Background: an optimization exercise with open tools, aiming at small area and few clock cycles. Do not read the settings as production practice. Function was checked by simulation only, so behaviour that the tests miss may differ from the original. Power and IR drop assume default switching activity.

**config.mk**
```make
export PLATFORM = sky130hd
export DESIGN_NAME = rapidlok_track_decoder
export DESIGN_NICKNAME = rapidlok_track_decoder
export VERILOG_FILES = /design/flow/design.v
export SDC_FILE = /design/flow/constraint.sdc
export NUM_CORES = 4
export LEC_CHECK = 0
export ABC_AREA = 1
export CAP_MARGIN = 20
export CORE_MARGIN = 2
export CORE_UTILIZATION = 55
export SLEW_MARGIN = 20
```
**constraint.sdc**
```tcl
create_clock -name core_clock -period 10.0 [get_ports {clk}]
set_input_delay 2.0000 -clock core_clock [delete_from_list [all_inputs] [get_ports {clk}]]
set_output_delay 2.0000 -clock core_clock [all_outputs]
set_load 0.01 [all_outputs]
```
**design.v**
```verilog
module rapidlok_track_decoder (
    input  wire        clk,
    input  wire        rst,
    input  wire        in_valid,
    output wire        in_ready,
    input  wire [7:0]  in_data,
    input  wire        in_last,
    input  wire [7:0]  trk,
    output wire        hdr_valid,
    output wire [4:0]  hdr_sec,
    output wire [15:0] hdr_pos,
    output wire        pay_valid,
    output wire [15:0] pay_data,
    output wire        span_valid,
    output wire        span_mark,
    output wire        trk_done,
    output wire [4:0]  trk_nfound
);
    localparam PH_NONE = 2'd0;    
    localparam PH_MARK = 2'd1;    
    localparam PH_DATA = 2'd2;    
    localparam PH_IDLE = 2'd3;    
    reg  [2:0]  k;        
    reg  [4:0]  s;        
    reg  [2:0]  r;        
    reg  [15:0] qpos;     
    reg  [20:0] found;
    reg  [4:0]  nfound;
    reg         fin;      
    wire [7:0] b = in_data;
    wire [3:0] thi = trk[7:4];
    wire [3:0] tlo = trk[3:0];
    wire [3:0] chi = {~thi[3], thi[2], thi[1], ~(thi[0] ^ s[4])};
    wire [3:0] clo = tlo ^ s[3:0] ^ 4'h6;
    wire [5:0] p_thi = {1'b1, thi[3], thi[2], ~(thi[3] & thi[2] & thi[1]), thi[1], thi[0]};
    wire [5:0] p_tlo = {1'b1, tlo[3], tlo[2], ~(tlo[3] & tlo[2] & tlo[1]), tlo[1], tlo[0]};
    wire [5:0] p_chi = {1'b1, chi[3], chi[2], ~(chi[3] & chi[2] & chi[1]), chi[1], chi[0]};
    wire [5:0] p_clo = {1'b1, clo[3], clo[2], ~(clo[3] & clo[2] & clo[1]), clo[1], clo[0]};
    wire [3:0] p_slo = {s[2], ~(s[3] & s[2] & s[1]), s[1], s[0]};    
    wire [7:0] h1 = {5'b10010, s[4], 1'b1, s[3]};
    wire [7:0] h2 = {p_slo, p_thi[5:2]};
    wire [7:0] h3 = {p_thi[1:0], p_tlo};
    wire [7:0] h5 = {4'b1110, p_chi[5:2]};
    wire [7:0] h6 = {p_chi[1:0], p_clo};
    wire alt = (k == 3'd4) && (h3 == 8'h75);
    reg ok;
    always @(*) begin
        case (k)
            3'd1: ok = (b[7:3] == 5'b10010) && b[1];
            3'd2: ok = (b[6] == ~(s[3] & b[7] & b[5])) && (b[3:0] == h2[3:0]);
            3'd3: ok = (b == h3);
            3'd4: ok = (b == 8'hD6);
            3'd5: ok = (b == h5);
            default: ok = (b == h6);
        endcase
    end
    wire [4:0] total = (trk >= 8'd31) ? 5'd16 :
                       (trk <= 8'd17) ? 5'd20 :
                       (trk <= 8'd24) ? 5'd18 : 5'd17;
    wire found_s = found[s];
    wire held = (k != 3'd0);
    wire adv  = held && ok && (k != 3'd6) && !in_last;
    wire det  = (k == 3'd6) && ok && (s <= total) && !found_s;
    wire die  = held && !adv && !det;
    assign in_ready = !die;
    wire take   = in_valid && !die;
    wire replay = in_valid && die;
    wire start  = (b == 8'h75) && !in_last;
    wire [2:0] nfree = k - {2'd0, alt};
    reg [7:0] hb;         
    always @(*) begin
        case (r)
            3'd0: hb = 8'h75;
            3'd1: hb = h1;
            3'd2: hb = h2;
            3'd3: hb = h3;
            3'd4: hb = 8'hD6;
            default: hb = h5;
        endcase
    end
    wire       proc = replay || (take && !held && !start);
    wire [7:0] x    = replay ? hb : b;
    reg  [1:0]  phase;
    reg  [7:0]  cnt;      
    reg  [1:0]  tcnt;     
    reg  [9:0]  tri_buf;  
    reg  [15:0] q0, q1;   
    wire hdr_go  = take && det;
    wire dstep   = proc && !fin && (phase == PH_DATA) && (cnt < 8'd194);
    wire pair_go = dstep && (tcnt == 2'd2);
    assign hdr_valid  = hdr_go;
    assign hdr_sec    = s;
    assign hdr_pos    = qpos;
    assign pay_valid  = pair_go && (cnt >= 8'd2);
    assign pay_data   = q0;
    assign span_valid = (hdr_go || fin) && (phase != PH_NONE);
    assign span_mark  = (phase == PH_DATA);
    assign trk_done   = fin;
    assign trk_nfound = nfound;
    wire [15:0] w = ~{tri_buf, x[7], x[6], x[4], x[3], x[1], x[0]};
    always @(posedge clk) begin
        if (rst) begin
            k      <= 3'd0;
            r      <= 3'd0;
            qpos   <= 16'hFFFA;
            found  <= 21'd0;
            nfound <= 5'd0;
            fin    <= 1'b0;
            phase  <= PH_NONE;
        end else begin
            if (replay) begin
                if (r == nfree - 3'd1) begin
                    r   <= 3'd0;
                    k   <= {2'd0, alt};
                end else begin
                    r <= r + 3'd1;
                end
            end else if (take) begin
                qpos <= in_last ? 16'hFFFA : qpos + 16'd1;
                if (adv) begin
                    k   <= k + 3'd1;
                    if (k == 3'd1) s[4:3] <= {b[2], b[0]};
                    if (k == 3'd2) s[2:0] <= {b[7], b[5], b[4]};
                end else begin
                    k   <= {2'd0, start};
                end
            end
            fin <= take && in_last;
            if (fin) begin
                phase  <= PH_NONE;
                found  <= 21'd0;
                nfound <= 5'd0;
            end else if (hdr_go) begin
                phase  <= PH_MARK;
                cnt    <= 8'd7;
                tcnt   <= 2'd0;
                found  <= found | (21'd1 << s);
                nfound <= nfound + 5'd1;
            end else if (proc) begin
                case (phase)
                    PH_MARK: begin
                        if (tcnt[0] && x == 8'h6B) begin
                            phase <= PH_DATA;
                            cnt   <= 8'd0;
                            tcnt  <= 2'd0;
                        end else begin
                            if (cnt == 8'd38) phase <= PH_IDLE;
                            tcnt[0] <= (x == 8'hFF);
                            cnt     <= cnt + 8'd1;
                        end
                    end
                    PH_DATA: begin
                        if (cnt < 8'd194) begin
                            case (tcnt)
                                2'd0: begin
                                    tri_buf[9:5] <= {x[6], x[5], x[3], x[2], x[0]};
                                    tcnt <= 2'd1;
                                end
                                2'd1: begin
                                    tri_buf[4:0] <= {x[7], x[5], x[4], x[2], x[1]};
                                    tcnt <= 2'd2;
                                end
                                default: begin
                                    q0   <= q1;
                                    q1   <= w;
                                    cnt  <= cnt + 8'd1;
                                    tcnt <= 2'd0;
                                end
                            endcase
                        end
                    end
                    default: ;
                endcase
            end
        end
    end
endmodule
```
**flow/run.sh**
```bash
#!/bin/bash
# The standard layout (standard.sh) with three changes:
#  - synthesis maps the logic with an area-oriented ABC script and no adder
#    extraction (flow/synth.tcl, flow/area.abc); flip-flops are mapped as before
#  - the port buffers are the smallest buffer, sky130_fd_sc_hd__buf_1
#  - clock tree synthesis uses small clock buffers
set -euo pipefail
here=$(pwd)
sed "s#SYNTH_SCRIPT=[^ ]*#SYNTH_SCRIPT=$here/flow/synth.tcl#" standard.sh > flow_standard.sh
export FLOW_ABC_SCRIPT=$here/flow/area.abc
export BUFFER_PORTS_ARGS="-buffer_cell sky130_fd_sc_hd__buf_1"
if [[ -f flow/cts_args ]]; then export CTS_ARGS="$(cat flow/cts_args)"; fi
bash flow_standard.sh ADDER_MAP_FILE= finish > flow_make.log 2>&1
```
**flow/area.abc**
```
strash
&get -n
&fraig -x
&put
scorr
dc2
strash
&get -n
&deepsyn -T 20
&put
dch -f
amap
topo
```
**flow/cts_args**
```
-sink_clustering_enable -repair_clock_nets -buf_list sky130_fd_sc_hd__clkbuf_8 -root_buf sky130_fd_sc_hd__clkbuf_8 -dont_use_dummy_load
```
**flow/synth.tcl**
```tcl
# The standard flow's synthesis script (synth_recipe.tcl), with ABC run on an area-oriented
# script of our own. Flip-flop mapping and naming are unchanged.
proc synth {args} { yosys synth -nofsm -noshare {*}$args }
proc abc {args} {
  set i [lsearch -exact $args -script]
  if {$i >= 0} { set args [lreplace $args [expr {$i + 1}] [expr {$i + 1}] $::env(FLOW_ABC_SCRIPT)] }
  yosys abc {*}$args
}
source $::env(SCRIPTS_DIR)/synth.tcl
# left out here: clear keep_hierarchy, flatten, clean up, hide names made inside functions, write 1_2_yosys.v
```
**standard.sh**
```bash
#!/bin/bash
# synth_recipe.tcl (not shown) runs the flow's synth.tcl, then flattens the netlist and writes it again
# the make line also repeats each setting of config.mk as NAME=value (left out here)
make -C /OpenROAD-flow-scripts/flow DESIGN_CONFIG=/design/flow/config.mk WORK_HOME=/design/flow/orfs CLKGATE_MAP_FILE= SYNTH_SCRIPT=/design/flow/synth_recipe.tcl "${@:-finish}"
```
==> results of run 1 <==
-- layer usage --
metal | share of wire (%) | routed length (um) | track usage [%]
met5 | 0 | 0 | 0
met4 | 3.2 | 361 | 10.6
met3 | 8.1 | 920 | 5.90
met2 | 45 | 5160 | 39.9
met1 | 44 | 4970 | 35.2
-- report_power, final --
| part | switching [W] | total [W] | internal, W | leakage [nW] |
|---|---|---|---|---|
| combinational | 0.0000528 | 0.0000734 | 0.0000206 | 0.718 |
| sequential | 0.00000387 | 0.000473 | 0.000469 | 0.925 |
| clock | 0.000126 | 0.000207 | 0.0000813 | 0.0647 |
-- kinds of logic after synthesis --
group	count (synthesis)	synth area share, %
AND/OR/NAND/NOR	194	18.3
AO/OA/AOI/OAI	133	17.6
flip-flops	108	58.0
buffers and inverters	74	5.89
XOR/XNOR	1	0.186
-- cell usage after synthesis, types with 4 or more instances --
library cell,instances
a2111oi_0,4
a211oi_1,9
a21oi_1,18
a31oi_1,5
and2_0,5
and3_1,15
clkinv_1,74
dfxtp_1,51
edfxtp_1,57
nand2_1,39
nand3_1,9
nand4_1,4
nor2_1,86
nor3_1,20
nor4_1,7
o21ai_0,56
o221ai_1,4
o22ai_1,15
or2_0,6
-- worst max path at each step --
stage,end,cells after the start,start
2_1_floorplan,cnt[0]$_SDFFCE_PP1P_,16,trk[1]
3_3_place_gp,pay_valid,17,in_data[6]
4_1_cts,pay_valid,15,trk[2]
3_5_place_dp,pay_valid,15,trk[2]
6_report,pay_valid,15,trk[2]
5_1_grt,pay_valid,17,trk[1]
-- registers in the layout, summed over array words and instances (netlist names) --
signal   count
cnt          8
nfound       5
phase        2
r            3
fin          1
tcnt         2
tri_buf     10
found       21
k            3
s            5
qpos        16
q1          16
q0          16
-- through the flow --
stage | instance area (um^2) | cells | hold slack (ns) | util, %
6_report | 5230 | 692 | 0.403 | 63.3
5_1_grt | 5230 | 692 | 0.411 | 63.3
4_1_cts | 5230 | 692 | 0.403 | 63.3
3_5_place_dp | 5100 | 683 | 0.405 | 61.8
3_3_place_gp | 5100 | 683 | 0.402 | 61.8
2_1_floorplan | 4710 | 510 | 0.400 | -
-- area by class of cell --
cell class | instances | area, um^2 | area share (%)
Tap cell | 105 | 131 | 2.51
Clock buffer | 9 | 124 | 2.37
Timing Repair Buffer | 68 | 259 | 4.95
Multi-Input combinational cell | 328 | 1710 | 32.6
Inverter | 74 | 278 | 5.31
Sequential cell | 108 | 2730 | 52.2
==> impl_metrics.json, run 1 <==
{
  "drtIter0Drc": 280,
  "antenna_cells": 0,
  "cap_violations": 0,
  "cts_tree": "done",
  "layout_commonest_cell": "nor2_1",
  "hold_violations": 0,
  "critPathTopFamily": "compound AO/OA/AOI/OAI gates",
  "timing.final.crit_share_pct": 72.5,
  "row_count": 33,
  "crit_slowest_cell": "nor2_1",
  "hpwl_mm": 8.65,
  "numCtsBuffers": 9,
  "synth_seq_area_share_pct": 58.0,
  "grt_pass1_wl_mm": 18.1,
  "drc": 0,
  "synth_edf_count": 57,
  "drt_wl_total_mm": 11.4,
  "yosys.area.top_type": "edfxtp_1",
  "total_power_w": 0.000753,
  "skew_ns": 0.0363,
  "hold_path_class": "reg2reg",
  "setup_tns_ns": 0,
  "die-area_um2": 9320,
  "drive_above_1_share_pct": 2.04,
  "max_stage_delay_ns": 0.45,
  "status": "timing/DRC/antenna clean",
  "cts_sinks": 108,
  "synth_area_leaders": "edfxtp_1 36%, dfxtp_1 22%, nor2_1 6.9%",
  "rsz0062_at_grt": "no",
  "r2r-end": "cnt[3]$_SDFFCE_PP0P_",
  "synth.avg_cell_area_um2": 9.24,
  "finalSetupViolCount": 0,
  "yosys_warnings": 1,
  "yosysTopAreaCellShare_pct": 36.3,
  "layout_setup_ws_ns": 2.75,
  "synth_area_um2": 4710,
  "worstMarginPinSlew_ns": 0.764,
  "worstSetupPathType": "in2out",
  "max_freq_mhz": 138,
  "ctsResizeCount": 0,
  "min_path_cells": 0,
  "via_count": 4132,
  "ys_async_sr_fraction_pct": 0,
  "cp.arrival_ns": 5.25,
  "r2r_cells": 20,
  "synth_seq_cells": 108,
  "grt-ovfl-total": 0,
  "io_buffers": 67,
  "post_cts_buffers": 0,
  "synth_top_flop_cell": "edfxtp_1",
  "required_ns": 8.00,
  "dr.pass1.iters": 7,
  "cp_num_buf_inv": 4,
  "grt_max_degree": 33,
  "leakage_nw": 1.71,
  "cts_buffer_depth": 2,
  "detail_route.vias_per_cell": 5.97,
  "post_drt_wl_per_cell_um": 16.5,
  "start_util_pct": 57.1,
  "min-delay-start": "q1[12]$_DFFE_PP_",
  "relSlewSlack_pct": 48.9,
  "r2r-start": "k[2]$_SDFFE_PP0P_",
  "synth_nets": 530,
  "root_buffer": "clkbuf_8",
  "endpoint_kind": "output port",
  "crit_chain": "buf_1 -> clkinv_1 -> o21ai_0 -> a32oi_1 -> nor2_1 -> a2111oi_0 -> a311oi_1 -> a211oi_1 -> nor3_1 -> clkinv_1 -> nor2_1 -> a31oi_1 -> a311o_1 -> nor4_1 -> buf_1",
  "postRouteAntennaNets": 0,
  "final_nets": 609,
  "syn_inst": 510,
  "preCtsSetupSlack_ns": 2.77,
  "die_y_um": 96.6,
  "cts_hold_buf": 0,
  "drv_slew": 0,
  "clk_latency_ns": 0.36,
  "grtUsageTotal_pct": 25.8,
  "hold_path_end": "q0[12]$_DFFE_PP_",
  "routabilityCongestion": 1.02,
  "final_cell_mix": "84 x nor2_1, 74 x clkinv_1, 67 x buf_1",
  "r2r_slack_ns": 3.93,
  "clkTransAtPathRegs_ns": 0.11,
  "ys_types": 35,
  "grt_antenna_before_repair": 0,
  "grt_pass1_vias": 3725,
  "fin_crit_ns": 7.25,
  "die_w_um": 96.6,
  "core_um2": 8260,
  "powerDensity_nw_per_um2": 144,
  "cp_max_fo": 9,
  "ir_worst_vdd_uv": 61.3,
  "syn_to_final_growth_pct": 11.0,
  "ios": 68,
  "n_fill_cell": 689,
  "cp-start-kind": "primary input",
  "htree_levels": 3
}
Testbench counts, summed over its fixed seeds: cycles 192,272.
==> run 2: changes to the inputs <==
--- a/design.v
+++ b/design.v
@@ -132,7 +132,7 @@
                 nfound <= 5'd0;
             end else if (hdr_go) begin
                 phase  <= PH_MARK;
-                cnt    <= 8'd7;
+                cnt    <= start ? 8'd6 : 8'd7;
                 tcnt   <= 2'd0;
                 found  <= found | (21'd1 << s);
                 nfound <= nfound + 5'd1;
==> run 2 against run 1 <==
Compared with the run above: sequential cell count is the same; register-to-register slack improved by 0.49 ns; synthesized cell count is 0.20% lower; maximum frequency down 3.3%; largest cell class unchanged; cell count unchanged; critical path type unchanged; hold slack gained 0.016 ns.
==> impl_metrics.json, run 2 <==
{
  "n_fill_cell": 705,
  "die_y_um": 96.9,
  "row_count": 33,
  "cp-start-kind": "primary input",
  "cap_violations": 0,
  "holdWs_ns": 0.419,
  "numCtsBuffers": 9,
  "powerDensity_nw_per_um2": 137,
  "htree_levels": 3,
  "postRouteAntennaNets": 0,
  "grt_max_degree": 33,
  "power_frac_comb_pct": 6.2,
  "ctsResizeCount": 0,
  "drc": 0,
  "grt_antenna_before_repair": 0,
  "internal_power_w": 0.000559,
  "synth_area_leaders": "edfxtp_1 36%, dfxtp_1 22%, nor2_1 6.5%",
  "yosys.area.top_type": "edfxtp_1",
  "ys_types": 39,
  "status": "timing/DRC/antenna clean",
  "routabilityCongestion": 1.00,
  "synth_commonest_cells": "82 x nor2_1, 76 x clkinv_1, 57 x edfxtp_1",
  "relSlewSlack_pct": 30.1,
  "post_cts_buffers": 0,
  "drive_above_1_share_pct": 2.04,
  "die_w_um": 96.9,
  "synth_top_flop_cell": "edfxtp_1",
  "worstMarginPinSlew_ns": 1.03,
  "io_buffers": 67,
  "synth_seq_cells": 108,
  "cts_tree": "done",
  "hpwl_mm": 8.88,
  "max_freq_mhz": 133,
  "antenna_cells": 0,
  "cp_max_fo": 8,
  "grt_pass1_wl_mm": 19.4,
  "syn_inst": 509,
  "syn_to_final_growth_pct": 11.1,
  "root_buffer": "clkbuf_8",
  "grt-ovfl-total": 0,
  "rsz0062_at_grt": "no",
  "synth.avg_cell_area_um2": 9.32,
  "ir_worst_vdd_uv": 74.1,
  "stdcell_count": 692,
  "dr.pass1.iters": 5,
  "hold_violations": 0,
  "grtUsageTotal_pct": 25.8,
  "largest_reg_flops": 21,
  "cts_sinks": 108,
  "cts_buffer_depth": 2,
  "switching_share_pct": 22.5,
  "layout_commonest_cell": "nor2_1",
  "post_drt_wl_per_cell_um": 16.9,
  "via_count": 4145,
  "synth_edf_count": 57,
  "clkTransAtPathRegs_ns": 0.10,
  "timing.final.crit_share_pct": 75.0,
  "start_util_pct": 57.2,
  "synth_seq_area_share_pct": 57.6,
  "setup_tns_ns": 0,
  "finalSetupViolCount": 0,
  "endpoint_kind": "output port",
  "synth_area_um2": 4750,
  "dp.cells": 683,
  "die-area_um2": 9390,
  "pwr-share-seq_pct": 64.9,
  "hold_path_class": "reg2reg",
  "clk_latency_ns": 0.37,
  "ios": 68,
  "skew_ns": 0.0242,
  "core_um2": 8300,
  "yosysMostFrequentCell": "nor2_1",
  "cts_hold_buf": 0,
  "leakage_nw": 1.71,
  "final_cell_mix": "82 x nor2_1, 76 x clkinv_1, 67 x buf_1",
  "worstSetupPathType": "in2out",
  "ys_async_sr_fraction_pct": 0,
  "p_clk_share_pct": 28.9,
  "drv_slew": 0,
  "grt_pass1_vias": 3924,
  "fin_crit_ns": 7.50,
  "top_register": "found",
  "yosysTopAreaCellShare_pct": 36.1,
  "required_ns": 8.00,
  "net-switching-power_w": 0.000162,
  "cp.arrival_ns": 5.50,
  "yosys_warnings": 1,
  "detail_route.vias_per_cell": 5.99,
  "final_nets": 609,
  "synth_nets": 529,
  "drtIter0Drc": 318,
  "drt_wl_total_mm": 11.7
}
run 2: cell types whose count changed in the layout (fill, tap and decap cells not counted), sizes merged, moves of 4 or more:
| cell | delta |
|---|---|
| nor2 | -4 |
| o22ai | +5 |
| o32ai | +5 |
| o21ai | -11 |
| nand3 | -4 |
| or3 | +8 |
run 2: stage by stage:
stage / setup slack [ns] / cell area [um^2] / utilization, % / power [W]
5_1_grt: 2.18 / 5270 / 63.5 / 0.000746
3_3_place_gp: 2.85 / 5150 / 62.0 / 0.000521
3_5_place_dp: 2.60 / 5150 / 62.0 / 0.000521
4_1_cts: 2.58 / 5270 / 63.5 / 0.000724
2_1_floorplan: 3.14 / 4750 / - / 0.000503
6_report: 2.50 / 5270 / 63.5 / 0.000720
run 2: critical path: stages:
cell,delay (ns)
buf_1,0.22
clkinv_1,0.19
nor3_1,0.31
o21ai_0,0.14
or4_1,0.40
o311ai_0,0.14
a31oi_1,0.19
nor4_1,0.23
nor3_1,0.12
nor2_1,0.45
clkinv_1,0.23
nor2_1,0.50
o22a_1,0.20
buf_1,0.16
run 2: kinds of logic after synthesis:
| group | share of synthesized area (%) |
|---|---|
| XOR/XNOR | 0.369 |
| flip-flops | 57.6 |
| AND/OR/NAND/NOR | 18.4 |
| buffers and inverters | 6.01 |
| AO/OA/AOI/OAI | 17.7 |
run 2: worst paths after layout:
kind,cells after the start,slack (ns),to,from
worst max-delay path,14,2.50,span_valid,trk[5]
worst min-delay path,0,0.42,q0[2]$_DFFE_PP_,q1[2]$_DFFE_PP_
worst max register to register,17,4.42,cnt[0]$_DFFE_PP_,k[1]$_SDFFE_PP0P_
worst min register to register,0,0.42,q0[2]$_DFFE_PP_,q1[2]$_DFFE_PP_
run 2: routing by layer:
| layer | vias to the layer above | share of wire (%) | GRT usage, % |
|---|---|---|---|
| li1 | 2000 | - | - |
| met4 | 0 | 3.6 | 12.0 |
| met3 | 35 | 7.7 | 5.35 |
| met5 | - | 0 | 0 |
| met2 | 186 | 45 | 39.4 |
| met1 | 1924 | 44 | 35.5 |
run 2: cell type report:
cell class                      instances  area (um^2)  area share [%]
Sequential cell                       108         2730            51.8
Tap cell                              105          131            2.49
Clock buffer                            9          124            2.35
Timing Repair Buffer                   69          267            5.05
Inverter                               76          285            5.41
Multi-Input combinational cell        325         1730            32.9
run 2: power by group through the flow:
stage	Combinational, W	Sequential [W]	Clock [W]
CTS	0.0000439	0.000467	0.000213
global route	0.0000497	0.000468	0.000229
floorplan	0.0000253	0.000477	0
detailed placement	0.0000436	0.000477	0
finish	0.0000448	0.000467	0.000208
global placement	0.0000435	0.000477	0
Testbench counts of run 2, summed over its fixed seeds: cycles 192,272.
==> run 3: changes to the inputs <==
--- a/design.v
+++ b/design.v
@@ -62,7 +62,7 @@
     wire adv  = held && ok && (k != 3'd6) && !in_last;
     wire det  = (k == 3'd6) && ok && (s <= total) && !found_s;
     wire die  = held && !adv && !det;
-    assign in_ready = !die;
+    assign in_ready = !(in_valid && die);
     wire take   = in_valid && !die;
     wire replay = in_valid && die;
     wire start  = (b == 8'h75) && !in_last;
==> run 3 against run 2 <==
Compared with the run above: synthesized area decreased by 0.47%; clock power about the same; non-clock buffer count unchanged; cell count increased by 0.87%; maximum frequency increased by 1.3%.
==> impl_metrics.json, run 3 <==
{
  "start_util_pct": 57.2,
  "via_count": 4058,
  "timing.final.crit_share_pct": 74.0,
  "top_register": "found",
  "ir_worst_vdd_uv": 80.3,
  "syn_inst": 515,
  "synthXorXnorAreaFrac_pct": 0,
  "status": "timing/DRC/antenna clean",
  "drt_wl_total_mm": 11.1,
  "yosys_warnings": 1,
  "synth_edf_count": 57,
  "min-delay-start": "q1[0]$_DFFE_PP_",
  "r2r_slack_ns": 4.59,
  "synth_compound_area_share_pct": 17.2,
  "ios": 68,
  "dr.pass1.iters": 5,
  "antenna_cells": 0,
  "total_power_w": 0.000717,
  "clk_latency_ns": 0.36,
  "yosysMostFrequentCell": "nor2_1",
  "grt_pass1_wl_mm": 18.5,
  "layout_setup_ws_ns": 2.60,
  "post-route-util_pct": 63.5,
  "setup_tns_ns": 0,
  "hpwl_mm": 8.41,
  "synth_seq_cells": 108,
  "endpoint_kind": "output port",
  "cap_violations": 0,
  "cts_buffer_depth": 2,
  "grt_pass1_vias": 3755,
  "yosysTopAreaCellShare_pct": 36.2,
  "drtIter0Drc": 241,
  "synth_top_flop_cell": "edfxtp_1",
  "n_fill_cell": 729,
  "detail_route.vias_per_cell": 5.81,
  "fin_crit_ns": 7.40,
  "stdcell_count": 698,
  "muxShareOfSynthArea_pct": 0,
  "final_nets": 615,
  "hold_path_end": "q0[0]$_DFFE_PP_",
  "dp.cells": 689,
  "postRouteAntennaNets": 0,
  "cp.arrival_ns": 5.40,
  "worstMarginPinSlew_ns": 0.740,
  "synth_commonest_cells": "83 x nor2_1, 68 x clkinv_1, 59 x o21ai_0",
  "io_buffers": 67,
  "cp_max_fo": 12,
  "synth.avg_cell_area_um2": 9.17,
  "max_stage_delay_ns": 0.41,
  "grt_antenna_before_repair": 0,
  "synth_area_leaders": "edfxtp_1 36%, dfxtp_1 22%, nor2_1 6.6%",
  "relSlewSlack_pct": 50.3,
  "cp_num_buf_inv": 4,
  "worstSetupPathType": "in2out",
  "cts_tree": "done",
  "r2r_cells": 19,
  "die-area_um2": 9350,
  "ctsResizeCount": 0,
  "preCtsSetupSlack_ns": 2.67,
  "leakage_nw": 1.71,
  "row_count": 33,
  "die_w_um": 96.7,
  "critPathTopFamily": "compound AO/OA/AOI/OAI gates",
  "synth_nets": 535,
  "synth_seq_area_share_pct": 57.9,
  "synth_area_um2": 4720,
  "drc": 0,
  "largest_reg_flops": 21,
  "r2r-start": "k[2]$_SDFFE_PP0P_",
  "grt_max_degree": 34,
  "ys_types": 36,
  "cts_hold_buf": 0,
  "numCtsBuffers": 9,
  "layout_commonest_cell": "nor2_1",
  "yosys.area_share.simple_pct": 19.5,
  "crit_slowest_cell": "a2111oi_0",
  "hold_violations": 0,
  "syn_to_final_growth_pct": 11.1,
  "post_cts_buffers": 0,
  "clkTransAtPathRegs_ns": 0.10,
  "drv_slew": 0,
  "core_um2": 8260,
  "r2r-end": "tcnt[1]$_SDFFCE_PP0P_",
  "htree_levels": 3,
  "yosys.area.top_type": "edfxtp_1",
  "min_path_cells": 0,
  "synth-adder-area-share_pct": 0,
  "crit_chain": "buf_1 -> clkinv_1 -> nor2_1 -> nor2_1 -> a2111oi_0 -> a311oi_1 -> a2111oi_0 -> o211ai_1 -> nor2_1 -> a311oi_1 -> nor3_1 -> nor3_1 -> nand2_1 -> clkinv_1 -> o221ai_1 -> nor4_1 -> buf_1",
  "grtUsageTotal_pct": 24.3,
  "required_ns": 8.00,
  "skew_ns": 0.0267,
  "final_cell_mix": "82 x nor2_1, 68 x clkinv_1, 67 x buf_1",
  "powerDensity_nw_per_um2": 137,
  "post_drt_wl_per_cell_um": 15.9,
  "rsz0062_at_grt": "no",
  "routabilityCongestion": 0.986,
  "root_buffer": "clkbuf_8",
  "max_freq_mhz": 135,
  "finalSetupViolCount": 0,
  "cp-start-kind": "primary input",
  "crit_top_cell": "nor2_1",
  "synth_top_family_by_area": "simple AND/OR/NAND/NOR gates",
  "die_y_um": 96.7,
  "ys_async_sr_fraction_pct": 0,
  "drive_above_1_share_pct": 2.02,
  "cts_sinks": 108,
  "hold_path_class": "reg2reg",
  "grt-ovfl-total": 0
}
-- run 3: kinds of logic (layout without fill, tap and decap cells) --
logic type,count (synthesis),count (layout)
buffers and inverters,68,146
AOI/OAI and AO/OA,131,131
and+or+nand+nor,208,208
DFF,108,108
-- run 3: worst max path at each step --
stage,cells after the start,from,endpoint
6_report,17,in_data[5],pay_valid
5_1_grt,17,in_data[7],pay_valid
4_1_cts,17,in_data[7],pay_valid
3_5_place_dp,17,in_data[7],pay_valid
3_3_place_gp,17,in_data[7],pay_valid
2_1_floorplan,15,trk[1],cnt[0]$_DFFE_PP_
-- run 3: area by class of cell --
class	count	area (um^2)	share of cell area [%]
clock buffer	9	124	2.36
inverter	68	255	4.86
multi-input combinational	339	1740	33.1
sequential	108	2730	52.1
tap	105	131	2.50
timing repair buffer	69	267	5.08
-- run 3: metal layers --
metal / global-route usage, % / share of wire [%] / vias up
met5: 0 / 0 / -
met3: 6.21 / 6.7 / 17
li1: - / - / 2010
met1: 32.3 / 45 / 1882
met4: 7.91 / 1.5 / 0
met2: 39.2 / 47 / 149
-- run 3: report_power, final --
group | total (W) | internal (W) | switching, W
logic | 0.0000428 | 0.0000122 | 0.0000306
registers | 0.000467 | 0.000465 | 0.00000175
clock network | 0.000208 | 0.0000812 | 0.000126
total | 0.000717 | 0.000558 | 0.000159
-- run 3: worst reg2reg max path, cell delays in order, from the launching register on --
cell and delay, ns:
dfxtp_1 0.57, clkinv_1 0.35, nor2_1 0.21, a21oi_1 0.12, o32ai_1 0.42, nand2_1 0.10, o211ai_1 0.10, nor2_1 0.06
a311oi_1 0.27, nor3_1 0.12, nor3_1 0.26, nand2_1 0.30, nor2_1 0.26, clkinv_1 0.15, o22ai_1 0.25, clkinv_1 0.16
or4_1 0.53, nor3_1 0.31, or2_0 0.41, o21a_1 0.19
-- run 3: through the flow --
step	hold slack (ns)	cell area, um^2
after floorplan	0.400	4720
after global placement	0.401	5120
after detailed placement	0.405	5120
after CTS	0.405	5250
after global routing	0.407	5250
final	0.400	5250
Testbench counts of run 3, summed over its fixed seeds: cycles 192,272.
==> run 4: changes to the inputs <==
--- a/config.mk
+++ b/config.mk
@@ -6,7 +6,7 @@
 export NUM_CORES = 4
 export LEC_CHECK = 0
 export ABC_AREA = 1
-export CAP_MARGIN = 20
+export CAP_MARGIN = 0
 export CORE_MARGIN = 2
 export CORE_UTILIZATION = 55
-export SLEW_MARGIN = 20
+export SLEW_MARGIN = 0
==> run 4 against run 3 <==
Compared with the run above: count of clock-buffer cells in the layout unchanged; register-to-register slack got worse by 0.09 ns; critical path depth is 2 lower; die area increased by 0.46%; clock power is essentially flat; first-iteration DRC count increased by 17%; sequential share of layout area fell by 0.22 points; sequential power hardly changed; non-clock buffer count unchanged; still clean on timing, DRC and antenna; combinational power shrank 26%.
==> impl_metrics.json, run 4 <==
{
  "synth.avg_cell_area_um2": 9.32,
  "r2r-start": "s[1]$_DFFE_PP_",
  "cts_sinks": 108,
  "post_drt_wl_per_cell_um": 16.2,
  "timing.final.crit_share_pct": 70.6,
  "cp_max_fo": 14,
  "drive_above_1_share_pct": 2.04,
  "cp.arrival_ns": 5.06,
  "htree_levels": 3,
  "grt_antenna_before_repair": 0,
  "finalSetupViolCount": 0,
  "antenna_cells": 0,
  "synth_top_flop_cell": "edfxtp_1",
  "placed_cell_area_um2": 5150,
  "max_freq_mhz": 142,
  "syn_inst": 509,
  "r2r_cells": 18,
  "powerDensity_nw_per_um2": 133,
  "min_path_cells": 0,
  "die_w_um": 96.9,
  "dr.pass1.iters": 5,
  "final_nets": 609,
  "fin_crit_ns": 7.06,
  "endpoint_kind": "output port",
  "hold_violations": 0,
  "min-delay-start": "q1[2]$_DFFE_PP_",
  "row_count": 33,
  "dp.cells": 683,
  "io_buffers": 67,
  "final_cell_mix": "90 x clkinv_1, 80 x nor2_1, 67 x buf_1",
  "synth_area_leaders": "edfxtp_1 36%, dfxtp_1 22%, clkinv_1 7.1%",
  "skew_ns": 0.0324,
  "clk_latency_ns": 0.37,
  "drtIter0Drc": 283,
  "hold_path_class": "reg2reg",
  "postRouteAntennaNets": 0,
  "synth_seq_cells": 108,
  "ctsResizeCount": 0,
  "yosysMostFrequentCell": "clkinv_1",
  "ys_async_sr_fraction_pct": 0,
  "grt_pass1_wl_mm": 18.6,
  "grtUsageTotal_pct": 24.6,
  "synth_edf_count": 57,
  "routabilityCongestion": 0.943,
  "start_util_pct": 57.2,
  "cap_violations": 0,
  "synth_seq_area_share_pct": 57.6,
  "worstSetupPathType": "in2out",
  "relSlewSlack_pct": 42.8,
  "n_fill_cell": 728,
  "hpwl_mm": 8.49,
  "r2r_slack_ns": 4.50,
  "yosysTopAreaCellShare_pct": 36.1,
  "synth_nets": 529,
  "grt_pass1_vias": 3807,
  "syn_to_final_growth_pct": 11.0,
  "top_register": "found",
  "stdcell_count": 692,
  "drc": 0,
  "ios": 68,
  "ys_types": 37,
  "core_um2": 8300,
  "cts_hold_buf": 0,
  "cts_buffer_depth": 2,
  "synth_area_um2": 4750,
  "fin_area_um2": 5270,
  "root_buffer": "clkbuf_8",
  "via_count": 3998,
  "largest_reg_flops": 21,
  "grt-ovfl-total": 0,
  "yosys.area.top_type": "edfxtp_1",
  "synth_commonest_cells": "90 x clkinv_1, 81 x nor2_1, 57 x edfxtp_1",
  "setup_tns_ns": 0,
  "r2r-end": "cnt[0]$_DFFE_PP_",
  "rsz0062_at_grt": "no",
  "leakage_nw": 1.68,
  "required_ns": 8.00,
  "hold_path_end": "q0[2]$_DFFE_PP_",
  "layout_commonest_cell": "clkinv_1",
  "yosys_warnings": 1,
  "cp-start-kind": "primary input",
  "grt_max_degree": 33,
  "die-area_um2": 9390,
  "numCtsBuffers": 9,
  "worstMarginPinSlew_ns": 0.851,
  "status": "timing/DRC/antenna clean",
  "post_cts_buffers": 0,
  "drt_wl_total_mm": 11.2,
  "ir_worst_vdd_uv": 78.3,
  "clkTransAtPathRegs_ns": 0.10,
  "cts_tree": "done",
  "detail_route.vias_per_cell": 5.78,
  "die_y_um": 96.9,
  "drv_slew": 0
}
run 4: changes by cell type after synthesis, sizes merged, moves of 3 or more:
cell / previous run / this run
nand2: 52 / 27
o21ai: 59 / 35
a211oi: 6 / 10
clkinv: 68 / 90
o22ai: 13 / 37
or3: 1 / 7
a22oi: 4 / 1
nor3: 29 / 22
nand4: 5 / 1
run 4: worst max path at each step:
stage,startpoint,to,cells past startpoint
2_1_floorplan,trk[6],pay_valid,13
5_1_grt,trk[5],pay_valid,15
4_1_cts,trk[5],pay_valid,15
6_report,trk[5],pay_valid,15
3_5_place_dp,trk[5],pay_valid,15
3_3_place_gp,trk[5],pay_valid,15
run 4: worst max-delay path, stage by stage:
cell and delay, ns:
buf_1 0.18, clkinv_1 0.17, nor3_1 0.31, nand2_1 0.08
o21ai_0 0.08, or4_1 0.12, o311ai_0 0.12, a31oi_1 0.33
nor3_1 0.11, nor3_1 0.26, nand2_1 0.35, o31ai_1 0.27
o311ai_0 0.28, nor4_1 0.21, buf_1 0.18
run 4: layout make-up:
type                            instances  area, um^2  share of cell area [%]
Timing Repair Buffer                   69         267                    5.06
Tap cell                              105         131                    2.49
Multi-Input combinational cell        311        1680                    31.8
Clock buffer                            9         124                    2.35
Sequential cell                       108        2730                    51.9
Inverter                               90         338                    6.41
run 4: kinds of logic after synthesis:
logic type / after synthesis / share of synthesized area (%)
flip-flops: 108 / 57.6
AND/OR/NAND/NOR: 176 / 16.9
XOR/XNOR: 2 / 0.369
AO/OA/AOI/OAI: 133 / 18.1
buffers and inverters: 90 / 7.12
run 4: power breakdown:
part           switching (W)  internal [W]  total (W)
logic              0.0000221    0.00000936  0.0000315
registers         0.00000100      0.000464   0.000465
clock network       0.000126     0.0000811   0.000207
total               0.000149      0.000554   0.000703
run 4: stage by stage:
stage	hold slack, ns	power (W)	util (%)	worst slack [ns]
floorplan	0.400	0.000492	-	3.67
detailed placement	0.405	0.000506	62.0	2.99
global route	0.419	0.000730	63.5	2.61
finish	0.421	0.000703	63.5	2.94
global placement	0.401	0.000506	62.0	3.05
CTS	0.419	0.000708	63.5	2.97
run 4: metal layers:
layer | part of all wire, % | wire (um) | track usage (%) | vias to the layer above
li1 | - | - | - | 1991
met1 | 44 | 4960 | 33.3 | 1852
met2 | 48 | 5420 | 39.5 | 128
met3 | 5.0 | 563 | 4.48 | 27
met4 | 2.4 | 273 | 9.97 | 0
met5 | 0 | 0 | 0 | -
==> run 5: changes to the inputs <==
--- a/design.v
+++ b/design.v
@@ -62,7 +62,7 @@
     wire adv  = held && ok && (k != 3'd6) && !in_last;
     wire det  = (k == 3'd6) && ok && (s <= total) && !found_s;
     wire die  = held && !adv && !det;
-    assign in_ready = !(in_valid && die);
+    assign in_ready = !die;
     wire take   = in_valid && !die;
     wire replay = in_valid && die;
     wire start  = (b == 8'h75) && !in_last;
@@ -132,7 +132,7 @@
                 nfound <= 5'd0;
             end else if (hdr_go) begin
                 phase  <= PH_MARK;
-                cnt    <= start ? 8'd6 : 8'd7;
+                cnt    <= 8'd7;
                 tcnt   <= 2'd0;
                 found  <= found | (21'd1 << s);
                 nfound <= nfound + 5'd1;
==> flow/area.abc (replaced) <==
strash
&get -n
&fraig -x
&put
scorr
dc2
strash
dch -f
amap
topo
==> flow/cts_args (replaced) <==
-sink_clustering_enable -repair_clock_nets -buf_list sky130_fd_sc_hd__clkbuf_4 -root_buf sky130_fd_sc_hd__clkbuf_8 -dont_use_dummy_load
--- a/config.mk
+++ b/config.mk
@@ -6,7 +6,7 @@
 export NUM_CORES = 4
 export LEC_CHECK = 0
 export ABC_AREA = 1
-export CAP_MARGIN = 0
+export CAP_MARGIN = 20
 export CORE_MARGIN = 2
-export CORE_UTILIZATION = 55
-export SLEW_MARGIN = 0
+export CORE_UTILIZATION = 60
+export SLEW_MARGIN = 20
==> run 5 against run 4 <==
Compared with the run above: count of clock-buffer cells in the layout did not move; sequential cell count stayed put; design area increased by 3.6%; first-iteration DRC count increased by 7.8%.
==> impl_metrics.json, run 5 <==
{
  "status": "timing/DRC/antenna clean",
  "cts_tree": "done",
  "start_util_pct": 60.9,
  "finalSetupViolCount": 0,
  "synth_top_flop_cell": "edfxtp_1",
  "via_count": 4422,
  "yosysTopAreaCellShare_pct": 34.7,
  "dr.pass1.iters": 8,
  "synth_edf_count": 57,
  "grt_max_degree": 33,
  "cts_hold_buf": 0,
  "drt-met1-wl_mm": 5.30,
  "die_y_um": 94.6,
  "post_drt_wl_per_cell_um": 17.0,
  "row_count": 33,
  "final_cell_mix": "107 x nor2_1, 74 x clkinv_1, 67 x buf_1",
  "die-area_um2": 8950,
  "detail_route.vias_per_cell": 6.07,
  "syn_inst": 545,
  "setup_tns_ns": 0,
  "final_nets": 646,
  "grt-ovfl-total": 0,
  "leakage_nw": 1.77,
  "clkTransAtPathRegs_ns": 0.12,
  "synth_nets": 565,
  "htree_levels": 3,
  "crit_top_cell": "nor2_1",
  "hpwl_mm": 9.19,
  "critPathTopFamily": "simple AND/OR/NAND/NOR gates",
  "grt_antenna_before_repair": 0,
  "highest_layer": "met4",
  "io_buffers": 67,
  "crit_slowest_cell": "nor2_1",
  "cp-start-kind": "primary input",
  "grt_pass1_vias": 4136,
  "drtIter0Drc": 305,
  "ys_types": 39,
  "grt_pass1_wl_mm": 19.8,
  "n_fill_cell": 688,
  "synth_seq_cells": 108,
  "ctsResizeCount": 0,
  "yosysMostFrequentCell": "nor2_1",
  "worstMarginPinSlew_ns": 0.850,
  "cap_violations": 0,
  "drv_slew": 0,
  "drt_wl_total_mm": 12.4,
  "fin_crit_ns": 7.94,
  "hold_path_class": "reg2reg",
  "cp.arrival_ns": 5.94,
  "yosys.area.top_type": "edfxtp_1",
  "max_freq_mhz": 126,
  "postRouteAntennaNets": 0,
  "cp_num_buf_inv": 4,
  "cts_buffer_depth": 2,
  "cts_sinks": 108,
  "synth_commonest_cells": "108 x nor2_1, 74 x clkinv_1, 57 x edfxtp_1",
  "largest_reg_flops": 21,
  "endpoint_kind": "output port",
  "antenna_cells": 0,
  "synth_area_um2": 4930,
  "yosys_warnings": 1,
  "routed-wl-met3_um": 784,
  "total_power_w": 0.000822,
  "clk_latency_ns": 0.39,
  "synth.avg_cell_area_um2": 9.04,
  "ys_async_sr_fraction_pct": 0,
  "relSlewSlack_pct": 43.1,
  "skew_ns": 0.0477,
  "synth_seq_area_share_pct": 55.4,
  "post_cts_buffers": 0,
  "worstSetupPathType": "in2out",
  "syn_to_final_growth_pct": 10.8,
  "drive_above_1_share_pct": 2.08,
  "timing.final.crit_share_pct": 79.4,
  "routabilityCongestion": 1.01,
  "ir_worst_vdd_uv": 69.4,
  "drc": 0,
  "synth_area_leaders": "edfxtp_1 35%, dfxtp_1 21%, nor2_1 8.2%",
  "max_stage_delay_ns": 0.65,
  "die_w_um": 94.6,
  "ios": 68,
  "hold_violations": 0,
  "numCtsBuffers": 9,
  "cp_max_fo": 10,
  "root_buffer": "clkbuf_8",
  "core_um2": 8090,
  "crit_chain": "buf_1 -> clkinv_1 -> nor3_1 -> nor4_1 -> o32ai_1 -> nor2_1 -> a2111oi_0 -> a31oi_1 -> or2_0 -> nor3_1 -> nor3b_1 -> nor2_1 -> clkinv_1 -> nor2_1 -> o22a_1 -> buf_1",
  "grtUsageTotal_pct": 29.0,
  "powerDensity_nw_per_um2": 151,
  "met2_length_mm": 5.97,
  "rsz0062_at_grt": "no",
  "top_register": "found",
  "required_ns": 8.00,
  "layout_commonest_cell": "nor2_1"
}
==> run 5: cell types whose count changed after synthesis, moves of 3 or more <==
cell / change
nand3_1: +9
o221ai_1: +4
nand2_1: -3
nor3_1: +15
clkinv_1: -16
or3_1: -7
o311ai_0: -3
a21oi_1: +17
and3_1: +4
nor2b_1: +3
nor2_1: +27
o22ai_1: -20
==> run 5: through the flow <==
step | worst slack, ns | std cells | hold slack (ns) | utilization [%] | area [um^2]
floorplan | 2.65 | 545 | 0.400 | - | 4930
global placement | 2.34 | 720 | 0.400 | 65.9 | 5340
detailed placement | 2.12 | 720 | 0.406 | 65.9 | 5340
CTS | 2.12 | 729 | 0.409 | 67.5 | 5460
global route | 1.66 | 729 | 0.426 | 67.5 | 5460
finish | 2.06 | 729 | 0.405 | 67.5 | 5460
==> run 5: worst paths after layout <==
kind                          endpoint  cells after the start               from  slack, ns
setup / recovery            span_valid                     16             trk[6]       2.06
setup reg to reg  cnt[5]$_SDFFCE_PP0P_                     21  k[0]$_SDFFE_PP0P_       3.16
hold reg to reg        q0[2]$_DFFE_PP_                      0    q1[2]$_DFFE_PP_       0.41
hold / removal         q0[2]$_DFFE_PP_                      0    q1[2]$_DFFE_PP_       0.41
==> run 5: report_power, final <==
part	switching, W	internal (W)	total (W)
Sequential	0.00000937	0.000473	0.000482
Combinational	0.0000935	0.0000379	0.000131
Clock	0.000127	0.0000811	0.000208
==> run 5: layout make-up <==
type / instances / area, um^2 / share of cell area [%]
tap: 105 / 131 / 2.41
timing repair buffer: 70 / 274 / 5.02
inverter: 74 / 278 / 5.09
sequential: 108 / 2730 / 50.0
clock buffer: 9 / 124 / 2.27
multi-input combinational: 363 / 1920 / 35.2
==> run 5: kinds of logic (layout without fill, tap and decap cells) <==
kind of cell,count (synthesis),count (layout),synth area share [%]
flip-flops,108,108,55.4
buffers and inverters,74,153,5.64
AND/OR/NAND/NOR,224,224,20.6
AO/OA/AOI/OAI,139,139,18.4
==> run 5: layer usage <==
metal / track usage, % / up-vias
met1: 36.7 / 2042
met2: 48.6 / 194
li1: - / 2144
met4: 11.4 / 0
met3: 6.23 / 42
met5: 0 / -
Testbench counts of run 5, summed over its fixed seeds: cycles 192,272.

==> what the ideal ports hide <==
The results above use ideal ports. As a check the final layouts listed here were re-extracted and re-timed, cells and wires unchanged.
Step 1 sets driving cells, clkbuf_16 on the clock port and buf_2 on the other inputs (assumed; they add their load-dependent delay and slew).
Step 2 also shifts input and output timing later by t, the mid clock arrival at the registers, as if the neighbouring blocks saw the same clock.
Three values: no drivers, after step 1, after step 2; two values: the first two.
run	t, ns	setup WS [ns]	worst setup path after step 2	clock arrival spread, ns
run 1	0.372	2.751 / 2.727 / 2.727	input to output	0.036 / 0.036
run 2	0.386	2.504 / 2.479 / 2.479	input to output	0.024 / 0.024
run 3	0.386	2.604 / 2.578 / 2.578	input to output	0.027 / 0.027
run 4	0.387	2.937 / 2.915 / 2.915	input to output	0.033 / 0.033
run 5	0.401	2.063 / 2.018 / 2.018	input to output	0.048 / 0.049
After both steps setup and hold are still met in every run listed. The setup slack of run 5, which loses most, moves by -0.045 ns with the drivers and by -0.045 ns with both steps.
